From an optimization exercise on the open Yosys and OpenROAD flow, aimed at small area; shortcuts taken in it are not production practice. Function was checked by simulation only, so behaviour that the tests miss may differ from the original. The flow treats the clock pin as an ideal source, which a real chip does not have. Power is estimated from default activity; no workload was simulated.

## job 480
==> flow/design.v (excerpt) <==
module zc_dimmer (
    input  wire        clk,
    input  wire        rst,
    input  wire        zc_in,
    input  wire        en_in,
    input  wire        dim_in,
    input  wire        cmd_valid,
    input  wire [19:0] cmd_word,
    output reg         gate_out,
    output reg         status_out,
    output wire        cmd_ready,
    output reg  [15:0] rsp
);
    reg        zc_meta, zc_sync, zc_prev;
    reg        en_meta, en_sync, dim_meta, dim_sync;
    reg        zc_pend;
    reg        irq_mask;
    reg [13:0] tmr;         
    reg [7:0]  zc_count;
    reg [13:0] dly;         
    reg        dly_skip;    
    reg [7:0]  ramp_cur;    
    reg [7:0]  ramp_tgt;    
    wire idle     = ~(gate_out | status_out);
    wire edge_det = zc_sync & ~zc_prev;
    wire dispatch = idle & zc_pend & ~irq_mask;
    assign cmd_ready = ~rst & idle & ~dispatch;
    wire accept = cmd_valid & cmd_ready;
    wire [3:0]  op  = cmd_word[19:16];
    wire [15:0] arg = cmd_word[15:0];
    function [26:0] radd; input [25:0] a; input [25:0] b; input cin;
        integer i; reg c; begin c = cin;
        for (i=0;i<26;i=i+1) begin radd[i] = a[i]^b[i]^c; c = (a[i]&b[i])|(a[i]&c)|(b[i]&c); end
        radd[26] = c; end endfunction
    wire tmr_one  = (tmr == 14'h3FFE);
    wire dly_zero = ~|dly;
    wire wait_end = status_out & tmr_one;
    wire gate_end = gate_out & tmr_one;
    reg  [13:0] tmr_next;
  ...
Size: ~45 I/O pins.
==> flow/config.mk <==
export PLATFORM = sky130hd
export DESIGN_NAME = zc_dimmer
export DESIGN_NICKNAME = zc_dimmer
export VERILOG_FILES = /design/flow/design.v
export SDC_FILE = /design/flow/constraint.sdc
export NUM_CORES = 4
export LEC_CHECK = 0
export CAP_MARGIN = 40
export CORE_MARGIN = 2
export CORE_UTILIZATION = 75
export PLACE_DENSITY = 0.85
export SLEW_MARGIN = 40
==> flow/constraint.sdc <==
create_clock -name core_clock -period 40.0 [get_ports {clk}]
set_input_delay 8.0000 -clock core_clock [delete_from_list [all_inputs] [get_ports {clk}]]
set_output_delay 8.0000 -clock core_clock [all_outputs]
set_load 0.01 [all_outputs]
standard.sh (not shown) runs the stock make flow with config.mk's settings and CLKGATE_MAP_FILE= SYNTH_SCRIPT=/design/flow/synth_recipe.tcl, a recipe that flattens the netlist after the stock synthesis.
==> flow/flow/run.sh <==
#!/bin/bash
# Layout flow: the standard synthesis, an area re-mapping of its
# combinational logic (flow/resyn.sh, checked for equivalence), then the
# standard layout with the smallest buffer on the ports, the ABC buffers
# removed and a clock tree of clkbuf_4 without dummy loads, whose buffers
# that drive many flip-flops are then upsized (flow/post_cts.tcl). Each tool's full output goes to a log file in this folder.
set -u
ARGS=(
  BUFFER_PORTS_ARGS="-buffer_cell sky130_fd_sc_hd__buf_1"
  REMOVE_ABC_BUFFERS=1
  POST_CTS_TCL="$PWD/flow/post_cts.tcl"
  CTS_ARGS="-sink_clustering_enable -repair_clock_nets -buf_list sky130_fd_sc_hd__clkbuf_4 -dont_use_dummy_load"
)
bash standard.sh "${ARGS[@]}" synth > synth.log 2>&1 || exit 1
R=orfs/results/$FLOW_PLATFORM/zc_dimmer/base
cp $R/1_2_yosys.v standard_1_2_yosys.v
if bash flow/resyn.sh standard_1_2_yosys.v resyn_1_2_yosys.v resyn_work > resyn.log 2>&1; then
  cp resyn_1_2_yosys.v $R/1_2_yosys.v
  rm -f $R/1_synth.odb $R/1_synth.sdc
  touch $R/1_2_yosys.v
fi
bash standard.sh "${ARGS[@]}" finish > layout.log 2>&1
==> flow/flow/post_cts.tcl <==
set n_up 0
foreach net [get_nets -quiet clknet_*] {
  set loads [get_pins -quiet -of_objects $net -filter "direction == input"]
  if { [llength $loads] > 7 } {
    foreach p [get_pins -quiet -of_objects $net -filter "direction == output"] {
      set inst [get_cells -of_objects $p]
      if { [get_property [get_lib_cells -of_objects $inst] name] == "sky130_fd_sc_hd__clkbuf_4" } {
        replace_cell $inst sky130_fd_sc_hd__clkbuf_8
        incr n_up
      }
    }
  }
}
puts "post_cts: upsized $n_up clock buffers to clkbuf_8"
detailed_placement
check_placement -verbose
==> flow/flow/resyn.sh <==
#!/bin/bash
# Re-map the combinational logic of the standard synthesis netlist for area.
# Flip-flops and tie cells are kept as they are (same
# instances, same names); everything else is re-synthesised by ABC with an
# area script (invopt.py then finds no full adders to flip).
# The result is used only if a formal equivalence check against the standard
# netlist passes. usage: resyn.sh in.v out.v workdir
set -u
IN=$1; OUT=$2; W=$3
H=$(cd "$(dirname "$0")" && pwd)
LIB=$FLOW_HOME/platforms/sky130hd/lib/sky130_fd_sc_hd__tt_025C_1v80.lib
YOSYS=${YOSYS_EXE:-$(command -v yosys || echo $FLOW_HOME/../tools/install/yosys/bin/yosys)}
mkdir -p $W
DU=""
for c in $(grep -o 'sky130_fd_sc_hd__\(lpflow\|probe\)[a-z0-9_]*' $LIB | sort -u); do DU="$DU -dont_use $c"; done
# ABC area re-mapping from a few random seeds; the smallest result is kept
run_seed() {
  local S=$1 D=$W/seed$1
  mkdir -p $D
  cat > $D/area.script <<EOS
strash
&get -n
&deepsyn -T ${DEEPSYN_T:-45} $( [ $S -gt 0 ] && echo "-S $S" )
&put
dch -f
amap
topo
EOS
  cat > $D/resyn.ys <<EOS
read_liberty -ignore_miss_func $LIB
read_verilog $IN
hierarchy -top zc_dimmer
setattr -mod -set blackbox 1 sky130_fd_sc_hd__*df* sky130_fd_sc_hd__conb_*
tee -o $D/stat_before.txt stat -liberty $LIB
flatten
opt_clean
abc -liberty $LIB $DU -script $D/area.script
opt_clean -purge
tee -o $D/stat_after.txt stat -liberty $LIB
write_verilog -noattr -nohex -nodec $D/resyn.v
EOS
  $YOSYS -q $D/resyn.ys > $D/resyn_yosys.log 2>&1
}
for S in 0 1 2 5; do run_seed $S & done
wait
BEST=""; BESTA=""
for S in 0 1 2 5; do
  A=$(grep 'Chip area' $W/seed$S/stat_after.txt 2>/dev/null | tail -1 | awk '{print $NF}')
  [ -n "$A" ] || continue
  echo "seed $S: area $A"
  if [ -z "$BEST" ] || python3 -c "import sys; sys.exit(0 if $A < $BESTA else 1)"; then BEST=$S; BESTA=$A; fi
done
[ -n "$BEST" ] || { echo "resyn: yosys failed"; exit 1; }
cp $W/seed$BEST/resyn.v $W/resyn.v
cp $W/seed$BEST/stat_before.txt $W/stat_before.txt
cp $W/seed$BEST/stat_after.txt $W/stat_after.txt
python3 $H/invopt.py $W/resyn.v $W/invopt.v > $W/invopt.log 2>&1 || { echo "resyn: invopt failed"; exit 1; }
# equivalence: flip-flop outputs renamed after their instances in both netlists
python3 $H/canon.py $IN $W/eq_gold.v
python3 $H/canon.py $W/invopt.v $W/eq_gate.v
grep -o '\b_[0-9a-z_]*_\b' $W/eq_gold.v $W/eq_gate.v | sed 's/^[^:]*://' | sort -u > $W/eq_blacklist.txt
cat > $W/eq.ys <<EOS
read_liberty -ignore_miss_func $LIB
read_verilog $W/eq_gold.v
rename zc_dimmer gold
read_verilog $W/eq_gate.v
rename zc_dimmer gate
flatten gold gate
rename -hide w:*.*
equiv_make -blacklist $W/eq_blacklist.txt gold gate eq
hierarchy -top eq
equiv_simple
equiv_induct
equiv_status -assert
EOS
if $YOSYS -q $W/eq.ys > $W/eq_yosys.log 2>&1; then
  cp $W/invopt.v $OUT
  echo "resyn: equivalent; area $(grep 'Chip area' $W/stat_before.txt | tail -1 | awk '{print $NF}') -> $(grep 'Chip area' $W/stat_after.txt | tail -1 | awk '{print $NF}') before invopt; $(cat $W/invopt.log)"
else
  echo "resyn: equivalence check failed; keeping the standard netlist"
  exit 1
fi
Other scripts of this flow, unchanged in this note and not shown: flow/flow/canon.py, flow/flow/invopt.py
Setup changes, job 480 to job 8882
# job 480
export LEC_CHECK = 0
export CAP_MARGIN = 40
export CORE_MARGIN = 2
export CORE_UTILIZATION = 75
export PLACE_DENSITY = 0.85
export SLEW_MARGIN = 40
create_clock -name core_clock -period 40.0 [get_ports {clk}]
# job 8882
export LEC_CHECK = 0
export CAP_MARGIN = 20
export CORE_MARGIN = 2
export CORE_UTILIZATION = 70
export PLACE_DENSITY = 0.8
export SLEW_MARGIN = 20
create_clock -name core_clock -period 40.0 [get_ports {clk}]
--- a/flow/flow/run.sh
+++ b/flow/flow/run.sh
@@ -3,11 +3,11 @@
 # combinational logic (flow/resyn.sh, checked for equivalence), then the
 # standard layout with the smallest buffer on the ports, the ABC buffers
-# removed and a clock tree of clkbuf_4 without dummy loads, whose buffers
-# that drive many flip-flops are then upsized (flow/post_cts.tcl). Each tool's full output goes to a log file in this folder.
+# removed, non-critical gates downsized and a clock tree of clkbuf_4 without
+# dummy loads. Each tool's full output goes to a log file in this folder.
 set -u
 ARGS=(
   BUFFER_PORTS_ARGS="-buffer_cell sky130_fd_sc_hd__buf_1"
   REMOVE_ABC_BUFFERS=1
-  POST_CTS_TCL="$PWD/flow/post_cts.tcl"
+  RECOVER_POWER=100
   CTS_ARGS="-sink_clustering_enable -repair_clock_nets -buf_list sky130_fd_sc_hd__clkbuf_4 -dont_use_dummy_load"
 )
removed: flow/flow/post_cts.tcl
[summary]
Status job 8882: flow complete, layout not clean - max-capacitance violations, max-slew violations. [compare] base=job 480 new=job 8882: worst hold slack stayed essentially flat, final critical-path required period decreased by 0.87 ns relative to the old numbers, routed wire length fell by about 4%, internal power of the cells has decreased. Diff job 480 and job 8882: number of combinational gates with multiple inputs lower in job 480. Looking at job 480 and job 8882, the final weighted congestion of routability-driven global placement is a wash. In the flow results for job 480 and job 8882, the maximum frequency from static timing analysis is larger on job 8882. Looking at destination of the critical timing path, the rsp[13] result is from job 8882; the rsp[12] one comes from job 480.
Inputs modified between job 8882 and job 8999:
# job 8882
export LEC_CHECK = 0
export CAP_MARGIN = 20
export CORE_MARGIN = 2
export CORE_UTILIZATION = 70
export PLACE_DENSITY = 0.8
export SLEW_MARGIN = 20
create_clock -name core_clock -period 40.0 [get_ports {clk}]
# job 8999
export LEC_CHECK = 0
export CAP_MARGIN = 20
export CORE_MARGIN = 2
export CORE_UTILIZATION = 75
export PLACE_DENSITY = 0.85
export SLEW_MARGIN = 20
create_clock -name core_clock -period 40.0 [get_ports {clk}]
--- a/flow/flow/resyn.sh
+++ b/flow/flow/resyn.sh
@@ -14,12 +14,8 @@
 DU=""
 for c in $(grep -o 'sky130_fd_sc_hd__\(lpflow\|probe\)[a-z0-9_]*' $LIB | sort -u); do DU="$DU -dont_use $c"; done
-# ABC area re-mapping from a few random seeds; the smallest result is kept
-run_seed() {
-  local S=$1 D=$W/seed$1
-  mkdir -p $D
-  cat > $D/area.script <<EOS
+cat > $W/area.script <<EOS
 strash
 &get -n
-&deepsyn -T ${DEEPSYN_T:-45} $( [ $S -gt 0 ] && echo "-S $S" )
+&deepsyn -T 30
 &put
 dch -f
@@ -27,32 +23,18 @@
 topo
 EOS
-  cat > $D/resyn.ys <<EOS
+cat > $W/resyn.ys <<EOS
 read_liberty -ignore_miss_func $LIB
 read_verilog $IN
 hierarchy -top zc_dimmer
 setattr -mod -set blackbox 1 sky130_fd_sc_hd__*df* sky130_fd_sc_hd__conb_*
-tee -o $D/stat_before.txt stat -liberty $LIB
+tee -o $W/stat_before.txt stat -liberty $LIB
 flatten
 opt_clean
-abc -liberty $LIB $DU -script $D/area.script
+abc -liberty $LIB $DU -script $W/area.script
 opt_clean -purge
-tee -o $D/stat_after.txt stat -liberty $LIB
-write_verilog -noattr -nohex -nodec $D/resyn.v
+tee -o $W/stat_after.txt stat -liberty $LIB
+write_verilog -noattr -nohex -nodec $W/resyn.v
 EOS
-  $YOSYS -q $D/resyn.ys > $D/resyn_yosys.log 2>&1
-}
-for S in 0 1 2 5; do run_seed $S & done
-wait
-BEST=""; BESTA=""
-for S in 0 1 2 5; do
-  A=$(grep 'Chip area' $W/seed$S/stat_after.txt 2>/dev/null | tail -1 | awk '{print $NF}')
-  [ -n "$A" ] || continue
-  echo "seed $S: area $A"
-  if [ -z "$BEST" ] || python3 -c "import sys; sys.exit(0 if $A < $BESTA else 1)"; then BEST=$S; BESTA=$A; fi
-done
-[ -n "$BEST" ] || { echo "resyn: yosys failed"; exit 1; }
-cp $W/seed$BEST/resyn.v $W/resyn.v
-cp $W/seed$BEST/stat_before.txt $W/stat_before.txt
-cp $W/seed$BEST/stat_after.txt $W/stat_after.txt
+$YOSYS -q $W/resyn.ys > $W/resyn_yosys.log 2>&1 || { echo "resyn: yosys failed"; exit 1; }
 python3 $H/invopt.py $W/resyn.v $W/invopt.v > $W/invopt.log 2>&1 || { echo "resyn: invopt failed"; exit 1; }
 # equivalence: flip-flop outputs renamed after their instances in both netlists
[summary]
Amount of wire on met2 after detailed routing came out higher on job 8999 than on job 8882.
Final-layout clock-cell area share delta (job 8882 -> job 8999): insignificant
Global-route wire length before repair of job 8999 exceeds that of job 8882 by a few percent.
For job 8882, the start point of the critical path was cmd_word[1], unlike job 8999, where it was cmd_word[4].
Per the comparison of job 8999 with job 8882, initial cell density of the core rose by 5.3 points; wire length on met1 shows an increase of about 0.33%; via count of the first global-routing pass increased by 91 relative to the old numbers.
Job 8999 ran to completion and came out clean on the timing, DRC and antenna checks.
The following lists how job 636 was set up differently from job 8999:
--- a/flow/flow/run.sh
+++ b/flow/flow/run.sh
@@ -10,5 +10,5 @@
   REMOVE_ABC_BUFFERS=1
   RECOVER_POWER=100
-  CTS_ARGS="-sink_clustering_enable -repair_clock_nets -buf_list sky130_fd_sc_hd__clkbuf_4 -dont_use_dummy_load"
+  CTS_ARGS="-sink_clustering_enable -repair_clock_nets -buf_list sky130_fd_sc_hd__clkbuf_4 -dont_use_dummy_load -sink_clustering_size 10"
 )
 bash standard.sh "${ARGS[@]}" synth > synth.log 2>&1 || exit 1
--- a/flow/flow/resyn.sh
+++ b/flow/flow/resyn.sh
@@ -14,8 +14,12 @@
 DU=""
 for c in $(grep -o 'sky130_fd_sc_hd__\(lpflow\|probe\)[a-z0-9_]*' $LIB | sort -u); do DU="$DU -dont_use $c"; done
-cat > $W/area.script <<EOS
+# ABC area re-mapping from a few random seeds; the smallest result is kept
+run_seed() {
+  local S=$1 D=$W/seed$1
+  mkdir -p $D
+  cat > $D/area.script <<EOS
 strash
 &get -n
-&deepsyn -T 30
+&deepsyn -T ${DEEPSYN_T:-30} $( [ $S -gt 0 ] && echo "-S $S" )
 &put
 dch -f
@@ -23,18 +27,32 @@
 topo
 EOS
-cat > $W/resyn.ys <<EOS
+  cat > $D/resyn.ys <<EOS
 read_liberty -ignore_miss_func $LIB
 read_verilog $IN
 hierarchy -top zc_dimmer
 setattr -mod -set blackbox 1 sky130_fd_sc_hd__*df* sky130_fd_sc_hd__conb_*
-tee -o $W/stat_before.txt stat -liberty $LIB
+tee -o $D/stat_before.txt stat -liberty $LIB
 flatten
 opt_clean
-abc -liberty $LIB $DU -script $W/area.script
+abc -liberty $LIB $DU -script $D/area.script
 opt_clean -purge
-tee -o $W/stat_after.txt stat -liberty $LIB
-write_verilog -noattr -nohex -nodec $W/resyn.v
+tee -o $D/stat_after.txt stat -liberty $LIB
+write_verilog -noattr -nohex -nodec $D/resyn.v
 EOS
-$YOSYS -q $W/resyn.ys > $W/resyn_yosys.log 2>&1 || { echo "resyn: yosys failed"; exit 1; }
+  $YOSYS -q $D/resyn.ys > $D/resyn_yosys.log 2>&1
+}
+for S in 0 1 2 3 4 5; do run_seed $S & done
+wait
+BEST=""; BESTA=""
+for S in 0 1 2 3 4 5; do
+  A=$(grep 'Chip area' $W/seed$S/stat_after.txt 2>/dev/null | tail -1 | awk '{print $NF}')
+  [ -n "$A" ] || continue
+  echo "seed $S: area $A"
+  if [ -z "$BEST" ] || python3 -c "import sys; sys.exit(0 if $A < $BESTA else 1)"; then BEST=$S; BESTA=$A; fi
+done
+[ -n "$BEST" ] || { echo "resyn: yosys failed"; exit 1; }
+cp $W/seed$BEST/resyn.v $W/resyn.v
+cp $W/seed$BEST/stat_before.txt $W/stat_before.txt
+cp $W/seed$BEST/stat_after.txt $W/stat_after.txt
 python3 $H/invopt.py $W/resyn.v $W/invopt.v > $W/invopt.log 2>&1 || { echo "resyn: invopt failed"; exit 1; }
 # equivalence: flip-flop outputs renamed after their instances in both netlists
### Flow results
All of job 8999 and job 636 finish clean. Sort job 8999 and job 636 by cell area after synthesis, ascending, and job 8999 comes first. Job 8999 → job 636: maximum resistive drop on vdd +4.0 µV; overall global routing resource usage ~0 delta.
For job 5864, these inputs were changed with respect to job 636:
--- a/flow/flow/run.sh
+++ b/flow/flow/run.sh
@@ -10,5 +10,5 @@
   REMOVE_ABC_BUFFERS=1
   RECOVER_POWER=100
-  CTS_ARGS="-sink_clustering_enable -repair_clock_nets -buf_list sky130_fd_sc_hd__clkbuf_4 -dont_use_dummy_load -sink_clustering_size 10"
+  CTS_ARGS="-sink_clustering_enable -repair_clock_nets -buf_list sky130_fd_sc_hd__clkbuf_4 -dont_use_dummy_load"
 )
 bash standard.sh "${ARGS[@]}" synth > synth.log 2>&1 || exit 1
==> flow/flow/resyn.sh <==
#!/bin/bash
set -u
IN=$1; OUT=$2; W=$3
H=$(cd "$(dirname "$0")" && pwd)
LIB=$FLOW_HOME/platforms/sky130hd/lib/sky130_fd_sc_hd__tt_025C_1v80.lib
YOSYS=${YOSYS_EXE:-$(command -v yosys || echo $FLOW_HOME/../tools/install/yosys/bin/yosys)}
mkdir -p $W
DU=""
for c in $(grep -o 'sky130_fd_sc_hd__\(lpflow\|probe\)[a-z0-9_]*' $LIB | sort -u); do DU="$DU -dont_use $c"; done
cat > $W/area.script <<EOS
strash
&get -n
&deepsyn -T ${DEEPSYN_T:-30}
&put
dch -f
amap
topo
EOS
cat > $W/resyn.ys <<EOS
read_liberty -ignore_miss_func $LIB
read_verilog $IN
hierarchy -top zc_dimmer
setattr -mod -set blackbox 1 sky130_fd_sc_hd__fa_* sky130_fd_sc_hd__ha_* sky130_fd_sc_hd__*df* sky130_fd_sc_hd__conb_*
tee -o $W/stat_before.txt stat -liberty $LIB
flatten
opt_clean
abc -liberty $LIB $DU -script $W/area.script
opt_clean -purge
tee -o $W/stat_after.txt stat -liberty $LIB
write_verilog -noattr -nohex -nodec $W/resyn.v
EOS
$YOSYS -q $W/resyn.ys > $W/resyn_yosys.log 2>&1 || { echo "resyn: yosys failed"; exit 1; }
python3 $H/invopt.py $W/resyn.v $W/invopt.v > $W/invopt.log 2>&1 || { echo "resyn: invopt failed"; exit 1; }
# equivalence: flip-flop outputs renamed after their instances in both netlists
python3 $H/canon.py $IN $W/eq_gold.v
python3 $H/canon.py $W/invopt.v $W/eq_gate.v
grep -o '\b_[0-9a-z_]*_\b' $W/eq_gold.v $W/eq_gate.v | sed 's/^[^:]*://' | sort -u > $W/eq_blacklist.txt
cat > $W/eq.ys <<EOS
read_liberty -ignore_miss_func $LIB
read_verilog $W/eq_gold.v
rename zc_dimmer gold
read_verilog $W/eq_gate.v
rename zc_dimmer gate
flatten gold gate
rename -hide w:*.*
equiv_make -blacklist $W/eq_blacklist.txt gold gate eq
hierarchy -top eq
equiv_simple
equiv_induct
equiv_status -assert
EOS
if $YOSYS -q $W/eq.ys > $W/eq_yosys.log 2>&1; then
  cp $W/invopt.v $OUT
  echo "resyn: equivalent; area $(grep 'Chip area' $W/stat_before.txt | tail -1 | awk '{print $NF}') -> $(grep 'Chip area' $W/stat_after.txt | tail -1 | awk '{print $NF}') before invopt; $(cat $W/invopt.log)"
else
  echo "resyn: equivalence check failed; keeping the standard netlist"
  exit 1
fi
--- outcome ---
Synthesized area on job 5864 is behind job 636. Compared with job 636, in job 5864 routed length on met1 went down; count of multi-input gates went down; area of the multi-input gates went up; filler cell count went down; number of cells after detailed placement went down. Looking at first-iteration DRC count across job 636 and job 5864, the one that comes out higher is job 636. Relative to job 636, the global-route usage of job 5864 is lower by 4.5 points. For job 636, the start point of the critical path was cmd_word[4], unlike job 5864, where it was cmd_word[15]. Job 5864 vs job 636 — proportion of layout cells with a drive suffix above 1 rose 0.51 points.

==> afterwards: timing with drivers on the ports <==
The flow's constraints put no driver on any port. The routed layouts listed below were extracted and timed again, unchanged, in two steps. Step 1: set_driving_cell puts a clkbuf_16 on clk and a buf_2 on each other input, an assumption about the parent block. Step 2 adds t to the input delays and takes it off the output delays; t is the mean of the earliest and latest rising clock arrival at the registers after step 1. Input paths then give back, and output paths get back, about the clock's delay inside the block. a / b / c = no drivers / after step 1 / after step 2; a / b = the first two.
run	t, ns	setup WS [ns]	worst register clock-pin slew, ns	pins driven straight from the clock port
job 480	0.385	15.391 / 15.367 / 15.367	0.09 / 0.09	1
job 8882	0.430	16.262 / 16.236 / 16.236	0.12 / 0.12	1
job 8999	0.434	15.762 / 15.736 / 15.736	0.12 / 0.12	1
job 636	0.443	15.876 / 15.849 / 15.849	0.12 / 0.12	1
job 5864	0.436	13.789 / 13.763 / 13.763	0.12 / 0.12	1
The setup slack of job 636, which loses most, moves by -0.027 ns with the drivers and by -0.027 ns with both steps.
